This is an optimization exercise on Yosys and OpenROAD, whose aim is small area, a short achievable clock period and few clock cycles per item, not a production implementation. Only simulation tests tie the RTL to the original design; equivalence was not proved. Power and IR drop assume default switching activity.

==> flow/config.mk <==
export PLATFORM = sky130hd
export DESIGN_NAME = okvs_encoder
export DESIGN_NICKNAME = okvs_encoder
export VERILOG_FILES = /design/flow/design.v
export SDC_FILE = /design/flow/constraint.sdc
export NUM_CORES = 4
export LEC_CHECK = 0
export CAP_MARGIN = 20
export CORE_MARGIN = 2
export CORE_UTILIZATION = 40
export PLACE_DENSITY = 0.6
export SLEW_MARGIN = 20
==> flow/constraint.sdc <==
create_clock -name core_clock -period 8.0 [get_ports {clk}]
set_input_delay 1.6000 -clock core_clock [delete_from_list [all_inputs] [get_ports {clk}]]
set_output_delay 1.6000 -clock core_clock [all_outputs]
set_load 0.01 [all_outputs]
==> flow/design.v <==
module okvs_encoder #(
    parameter N_MAX = 16,    
    parameter W     = 32,    
    parameter M     = 64,    
    parameter VW    = 32     
) (
    input  wire          clk,
    input  wire          rst,
    input  wire          row_valid,
    output wire          row_ready,
    input  wire [1:0]    row_bpos,
    input  wire [W-1:0]  row_bits,
    input  wire [VW-1:0] row_val,
    input  wire          row_last,
    output wire          out_valid,
    input  wire          out_ready,
    output wire [VW-1:0] out_data,
    output wire          out_last,
    output wire          out_fail,
    output wire [3:0]    out_fail_sorted,
    output wire [3:0]    out_fail_load
);
    localparam [2:0] S_LOAD = 3'd0, S_SORT = 3'd1, S_PIVOT = 3'd2,
                     S_UPDATE = 3'd3, S_BSUB = 3'd4, S_OUT = 3'd5;
    reg [2:0]    state;
    reg [5:0]    rpos  [0:N_MAX-1];
    reg [W-1:0]  rbits [0:N_MAX-1];
    reg [VW-1:0] rval  [0:N_MAX-1];
    reg [3:0]    rorig [0:N_MAX-1];
    reg [4:0]    rjp   [0:N_MAX-1];    
    reg [VW-1:0] P [0:M-1];
    reg [4:0]    n;           
    reg [4:0]    cnt;         
    reg [3:0]    si;          
    reg          swapped;
    reg [3:0]    i;           
    reg [4:0]    k;           
    reg [4:0]    j;           
    reg [VW-1:0] res;
    reg [5:0]    c;           
    reg          fail;
    reg [3:0]    fail_sorted;
    reg [3:0]    fail_load;
    integer t;
    reg          fsb_found;
    reg [4:0]    fsb_j;
    always @(*) begin
        fsb_found = 1'b0;
        fsb_j     = 5'd0;
        for (t = W - 1; t >= 0; t = t - 1)
            if (rbits[i][W-1-t]) begin
                fsb_found = 1'b1;
                fsb_j     = t[4:0];
            end
    end
    wire [5:0]   piv_i   = rpos[i] + {1'b0, rjp[i]};
    wire [5:0]   q       = piv_i - rpos[k[3:0]];
    wire         k_in    = (k < n) && (rpos[k[3:0]] <= piv_i);
    wire         k_hit   = rbits[k[3:0]][W-1-q[4:0]];
    wire [4:0]   shift_b = (rpos[k[3:0]] - rpos[i]) >> 3;    
    wire [W-1:0] i_bits_aligned = rbits[i] << {shift_b, 3'b000};
    wire [5:0]   bs_col  = rpos[i] + {1'b0, j};
    wire         bs_take = rbits[i][W-1-j] && (j != rjp[i]);
    wire [4:0]   si_next = {1'b0, si} + 5'd1;
    wire [3:0]   si1 = si_next[3:0];
    wire         do_swap = rpos[si] > rpos[si1];
    always @(posedge clk) begin
        if (rst) begin
            state <= S_LOAD;
            cnt   <= 5'd0;
        end else begin
            case (state)
                S_LOAD: begin
                    if (row_valid) begin
                        rpos[cnt[3:0]]  <= {row_bpos, 3'b000};
                        rbits[cnt[3:0]] <= row_bits;
                        rval[cnt[3:0]]  <= row_val;
                        rorig[cnt[3:0]] <= cnt[3:0];
                        cnt <= cnt + 5'd1;
                        if (row_last) begin
                            n       <= cnt + 5'd1;
                            si      <= 4'd0;
                            swapped <= 1'b0;
                            fail    <= 1'b0;
                            for (t = 0; t < M; t = t + 1)
                                P[t] <= {VW{1'b0}};
                            state   <= S_SORT;
                        end
                    end
                end
                S_SORT: begin
                    if (si_next >= n) begin
                        si      <= 4'd0;
                        swapped <= 1'b0;
                        if (!swapped) begin
                            i     <= 4'd0;
                            state <= S_PIVOT;
                        end
                    end else begin
                        if (do_swap) begin
                            rpos[si]   <= rpos[si1];   rpos[si1]  <= rpos[si];
                            rbits[si]  <= rbits[si1];  rbits[si1] <= rbits[si];
                            rval[si]   <= rval[si1];   rval[si1]  <= rval[si];
                            rorig[si]  <= rorig[si1];  rorig[si1] <= rorig[si];
                            swapped    <= 1'b1;
                        end
                        si <= si1;
                    end
                end
                S_PIVOT: begin
                    if (!fsb_found) begin
                        fail        <= 1'b1;
                        fail_sorted <= i;
                        fail_load   <= rorig[i];
                        c           <= 6'd0;
                        state       <= S_OUT;
                    end else begin
                        rjp[i] <= fsb_j;
                        k      <= {1'b0, i} + 5'd1;
                        state  <= S_UPDATE;
                    end
                end
                S_UPDATE: begin
                    if (k_in) begin
                        if (k_hit) begin
                            rbits[k[3:0]] <= rbits[k[3:0]] ^ i_bits_aligned;
                            rval[k[3:0]]  <= rval[k[3:0]] ^ rval[i];
                        end
                        k <= k + 5'd1;
                    end else if ({1'b0, i} == n - 5'd1) begin
                        j     <= 5'd0;
                        res   <= {VW{1'b0}};
                        state <= S_BSUB;
                    end else begin
                        i     <= i + 4'd1;
                        state <= S_PIVOT;
                    end
                end
                S_BSUB: begin
                    if (bs_take)
                        res <= res ^ P[bs_col];
                    j <= j + 5'd1;
                    if (j == W - 1) begin
                        P[piv_i] <= res ^ (bs_take ? P[bs_col] : {VW{1'b0}}) ^ rval[i];
                        res <= {VW{1'b0}};
                        if (i == 4'd0) begin
                            c     <= 6'd0;
                            state <= S_OUT;
                        end else begin
                            i <= i - 4'd1;
                        end
                    end
                end
                S_OUT: begin
                    if (out_ready) begin
                        c <= c + 6'd1;
                        if (c == M - 1) begin
                            cnt   <= 5'd0;
                            state <= S_LOAD;
                        end
                    end
                end
                default: state <= S_LOAD;
            endcase
        end
    end
    assign row_ready       = (state == S_LOAD);
    assign out_valid       = (state == S_OUT);
    assign out_data        = P[c];
    assign out_last        = (c == M - 1);
    assign out_fail        = fail;
    assign out_fail_sorted = fail ? fail_sorted : 4'd0;
    assign out_fail_load   = fail ? fail_load : 4'd0;
endmodule
==> flow/run.sh <==
#!/bin/bash
# synth_recipe.tcl (not shown) runs the flow's synth.tcl, then flattens the netlist and writes it again
# the make line also repeats each setting of config.mk as NAME=value (left out here)
make -C /OpenROAD-flow-scripts/flow DESIGN_CONFIG=/design/flow/config.mk WORK_HOME=/design/flow/orfs CLKGATE_MAP_FILE= SYNTH_SCRIPT=/design/flow/synth_recipe.tcl finish
==> reports/qor.log <==
qor: run_status.status finished clean
qor: yosys.synth_area_leader_cell sky130_fd_sc_hd__edfxtp_1
qor: yosys.synth_enable_flop_cells 3,383
qor: worst_setup_path.cpPeakStageDelay 0.96 ns
qor: placed_design.dp_hpwl 446,300 um
qor: worst_setup_path.r2r-end rbits[0][8]$_DFFE_PP_
qor: clocking.clkSlewWorstSetupHoldPaths 0.06 ns
qor: yosys.postSynth.topFlopCell sky130_fd_sc_hd__edfxtp_1
qor: final_layout.final_core_util 0.4456
qor: sta.worst_pin_slew 1.226 ns
qor: floorplan.row_count 261
qor: detailed_routing.detail_route.iter0.violations 22,070
qor: worst_setup_path.crit_path_max_fanout 41
qor: final_layout.area_growth_syn_to_layout 10.91%
qor: clocking.ctsRootBufferMaster sky130_fd_sc_hd__clkbuf_16
qor: floorplan.die_height 716.6 um
qor: yosys.synth.net_count 13,500
qor: worst_setup_path.timing.critical_path.required 8.62 ns
qor: detailed_routing.dr_total_vias 137,800
qor: sta.hold_violations 0
qor: yosys.synth_seq_area_share 0.5027
qor: run.cap_viol_max_count 0
qor: yosys.synth.lib_cells_used.distinct 95
qor: worst_setup_path.cp_data_arrival_time 8.17 ns
qor: yosys.netlist_top_cells_area sky130_fd_sc_hd__edfxtp_1 50%, sky130_fd_sc_hd__mux4_2 30%, sky130_fd_sc_hd__nor2_1 4.3%
qor: sta.grt_setup_unrepaired false
qor: yosys.area_share_of_the_largest_cell_type_after_synthesis 0.5001
qor: floorplan.die_width 716.6 um
qor: clocking.cts_tree built
qor: clocking.postCtsResizedCells 0
qor: sta.finalCritPeriodShare 0.9433
qor: worst_setup_path.setup.worst_path.end_class flip-flop
qor: pwr.static-leakage-power 75.02 nW
qor: sta.maxSlewViolCount 0
qor: pwr.powerDensity 320.6 nW/um^2
qor: yosys.syn-instance-count 13,370
qor: sta.clock-skew-final 0.1040 ns
qor: yosys.postSynthAreaPerCell 15.19 sq um
qor: pwr.vdd_drop_max 0.3891 mV
qor: global_route.number_of_antenna_violations_at_the_first_check_in_global_routing 22
qor: sta.final-setup-viol-count 0
qor: worst_setup_path.worstSetupPathType reg2reg
qor: worst_setup_path.critical_path.most_common_cell sky130_fd_sc_hd__ha_1
qor: clocking.clkLatencyLatePin 1.06 ns
qor: global_route.grt_remaining_overflow 0
qor: detailed_routing.finalWirelength 766,900 um
qor: floorplan.full_die_area 513,500 sq um
qor: placed_design.place_congestion 0.9121
qor: global_route.global_route.usage.total 0.2939
qor: final_layout.fillerInstances 44,350
qor: global_route.vias_in_the_first_global_route 134,900
qor: clocking.clock-sinks 3,409
qor: yosys.mappedNetlistArea 203,100 sq um
qor: detailed_routing.avgRoutedWirePerCell 38.38 um
qor: worst_setup_path.reg2reg_slack 0.45 ns
qor: yosys.synth_seq_cells 3,409
qor: hold_path.whs_path_depth 2
qor: detailed_routing.routed_via_density 6.898
qor: worst_setup_path.worst_r2r_path_depth 18
qor: floorplan.core-area 505,500 sq um
qor: worst_setup_path.crit_slowest_cell sky130_fd_sc_hd__nor2_1
qor: final_layout.nNetsFinal 13,070
qor: hold_path.hold_path_class reg2reg
qor: sta.min_period 7.547 ns
qor: global_route.wire_length_of_the_first_global_routing_pass 1,066,000 um
qor: floorplan.floorplan.initialDensity 0.4018
qor: clocking.cts-buffers-inserted 385
qor: yosys.async_flop_share 0
qor: sta.maxClockFrequency 132.5 MHz
qor: worst_setup_path.worst_setup_path_endpoint rbits[0][8]$_DFFE_PP_
qor: global_route.grt_max_degree 122
qor: yosys.yosys_warnings 1
qor: clocking.clock_path_buffers 4
qor: worst_setup_path.setup.worst_path.start_class flip-flop
qor: detailed_routing.firstDrtPassIters 7
qor: clocking.postCtsHoldBufs 0
qor: placed_design.count_of_port_buffers_added_during_placement 114
qor: clocking.cts_htree_levels 5
qor: detailed_routing.drcViolationCount 0
qor: sta.relSlewSlack 0.1798
qor: worst_setup_path.crit_path_cell_trace nor2_1 > a22oi_1 > nand2_1 > ha_1 > fa_2 > buf_4 > ha_1 > nand3b_1 > a21boi_1 > and2b_1 > a2111oi_0 > nor4_1 > or4_1 > a2111o_2 > or3_1 > o21a_2 > o21ai_4 > buf_12
qor: sta.setup-tns-final 0 ns
qor: clocking.post_cts.repair.setup_buffers 0
qor: floorplan.boundaryPins 115
qor: final_layout.layout-drive-gt1-share 0.3215
qor: detailed_routing.drt.antenna.violating_nets 0
==> worst min-delay path by stage <==
stage                   startpoint                       end  slack [ns]
3_5_place_dp   cnt[4]$_SDFFE_PP0P_       cnt[4]$_SDFFE_PP0P_        0.53
5_1_grt        cnt[4]$_SDFFE_PP0P_       cnt[4]$_SDFFE_PP0P_        0.55
2_1_floorplan       i[0]$_DFFE_PP_  fail_sorted[0]$_DFFE_PP_        0.42
6_report       cnt[4]$_SDFFE_PP0P_       cnt[4]$_SDFFE_PP0P_        0.54
3_3_place_gp   cnt[4]$_SDFFE_PP0P_       cnt[4]$_SDFFE_PP0P_        0.50
4_1_cts        cnt[4]$_SDFFE_PP0P_       cnt[4]$_SDFFE_PP0P_        0.54
==> worst max-delay path, delay by kind of cell (launching register included) <==
family | cells | cell delay, ns
AO/OA/AOI/OAI | 6 | 2.17
adder cells (fa/ha/maj) | 3 | 1.09
buffers and inverters | 2 | 0.61
flip-flops | 1 | 0.43
AND/OR/NAND/NOR | 7 | 2.73
==> registers in the layout, summed over array words and instances (netlist names), 6 cells and up, named ones only <==
signal,cells
P,2048
res,32
c,6
rpos,96
rval,512
rbits,512
rjp,80
rorig,64
==> cells in the mapped netlist, types with 49 or more instances <==
| cell type | number |
|---|---|
| sky130_fd_sc_hd__buf_2 | 299 |
| sky130_fd_sc_hd__nand3_1 | 79 |
| sky130_fd_sc_hd__clkbuf_1 | 849 |
| sky130_fd_sc_hd__mux2i_1 | 853 |
| sky130_fd_sc_hd__buf_4 | 71 |
| sky130_fd_sc_hd__o211ai_1 | 195 |
| sky130_fd_sc_hd__mux2_2 | 97 |
| sky130_fd_sc_hd__ha_1 | 52 |
| sky130_fd_sc_hd__mux4_2 | 2690 |
| sky130_fd_sc_hd__nor2b_1 | 49 |
| sky130_fd_sc_hd__xnor2_1 | 103 |
| sky130_fd_sc_hd__a221oi_1 | 74 |
| sky130_fd_sc_hd__o21ai_1 | 56 |
| sky130_fd_sc_hd__nor2_1 | 2331 |
| sky130_fd_sc_hd__buf_1 | 232 |
| sky130_fd_sc_hd__nand2_1 | 887 |
| sky130_fd_sc_hd__o21ai_0 | 123 |
| sky130_fd_sc_hd__o211a_1 | 64 |
| sky130_fd_sc_hd__edfxtp_1 | 3383 |
| sky130_fd_sc_hd__a21oi_1 | 216 |
| sky130_fd_sc_hd__inv_1 | 66 |
| sky130_fd_sc_hd__xor2_1 | 50 |
==> layer usage <==
metal	share of wire	GRT usage
met1	0.35	0.3812
met2	0.45	0.4530
met3	0.13	0.08030
met4	0.065	0.1549
met5	0.00018	0.0004669
==> kinds of logic (layout without fill, tap and decap cells) <==
| family | after synthesis | in the layout | share of synthesized area |
|---|---|---|---|
| flip-flops | 3409 | 3409 | 0.5027 |
| multiplexers | 3663 | 3663 | 0.3483 |
| buffers and inverters | 1571 | 1468 | 0.03406 |
| AND/OR/NAND/NOR | 3531 | 3531 | 0.06907 |
| AO/OA/AOI/OAI | 956 | 956 | 0.03335 |
| XOR/XNOR | 182 | 182 | 0.008920 |
| other | 0 | 8 | 0 |
| adder cells (fa/ha/maj) | 56 | 56 | 0.003597 |
==> power by group <==
group	total (mW)	internal, mW	switching (mW)
Sequential	21.5	20.9	0.604
Combinational	33.4	12.5	20.9
Clock	17.4	9.58	7.77
==> metrics by stage <==
| step | worst slack (ns) | area [sq um] | hold WS [ns] | total power, mW | cells |
|---|---|---|---|---|---|
| after global routing | 0.2167 | 225300 | 0.5534 | 74.11 | 19970 |
| after floorplan | 0.004238 | 203400 | 0.4244 | 42.93 | 13370 |
| after global placement | 0.6060 | 213000 | 0.5044 | 54.15 | 19250 |
| after detailed placement | 0.6325 | 213100 | 0.5278 | 54.39 | 19260 |
| final | 0.4534 | 225300 | 0.5425 | 72.21 | 19980 |
| after CTS | 0.5346 | 225000 | 0.5409 | 71.50 | 19970 |
==> cell type report <==
cell class / count / area, sq um / share of cell area
sequential: 3409 / 102200 / 0.4536
multi-input combinational: 8388 / 95470 / 0.4238
clock buffer: 502 / 10250 / 0.04551
tap: 6706 / 8391 / 0.03725
timing repair buffer: 688 / 7030 / 0.03121
clock inverter: 207 / 1652 / 0.007332
inverter: 71 / 279.0 / 0.001239
antenna: 8 / 20.02 / 0.00008887
==> layout by cell type (no fill, tap or decap), types with 114 or more instances in the layout <==
master / n
sky130_fd_sc_hd__a21oi_1: 215
sky130_fd_sc_hd__buf_12: 119
sky130_fd_sc_hd__buf_4: 448
sky130_fd_sc_hd__clkbuf_16: 391
sky130_fd_sc_hd__clkdlybuf4s50_1: 114
sky130_fd_sc_hd__edfxtp_1: 3383
sky130_fd_sc_hd__mux2i_1: 853
sky130_fd_sc_hd__mux4_2: 2690
sky130_fd_sc_hd__nand2_1: 742
sky130_fd_sc_hd__nand2_2: 126
sky130_fd_sc_hd__nor2_1: 2326
sky130_fd_sc_hd__o211ai_1: 195
Testbench counts, summed over its fixed seeds: cycles 39,384, encodes 48.

==> port drivers added, routing unchanged <==
Ports are ideal in the flow. The routed layout listed here was re-timed in OpenROAD. Step 1, drivers: a clkbuf_16 drives clk and a buf_2 each remaining input, both assumed. Step 2, shift: input delay + t, output delay - t, t = (earliest + latest rising clock arrival at the registers) / 2. This alone moves slack from input paths to output paths. a / b / c = no drivers / after step 1 / after step 2; a / b = the first two.
shift t [ns]: 1.137
slack for setup (ns): 0.453 / 0.453 / 0.453
latest minus earliest clock arrival (ns): 0.111 / 0.110
pins driven straight from the clock port: 1
After both steps setup and hold are still met in this run. The setup slack of this run moves by 0.000 ns with the drivers and by 0.000 ns with both steps.
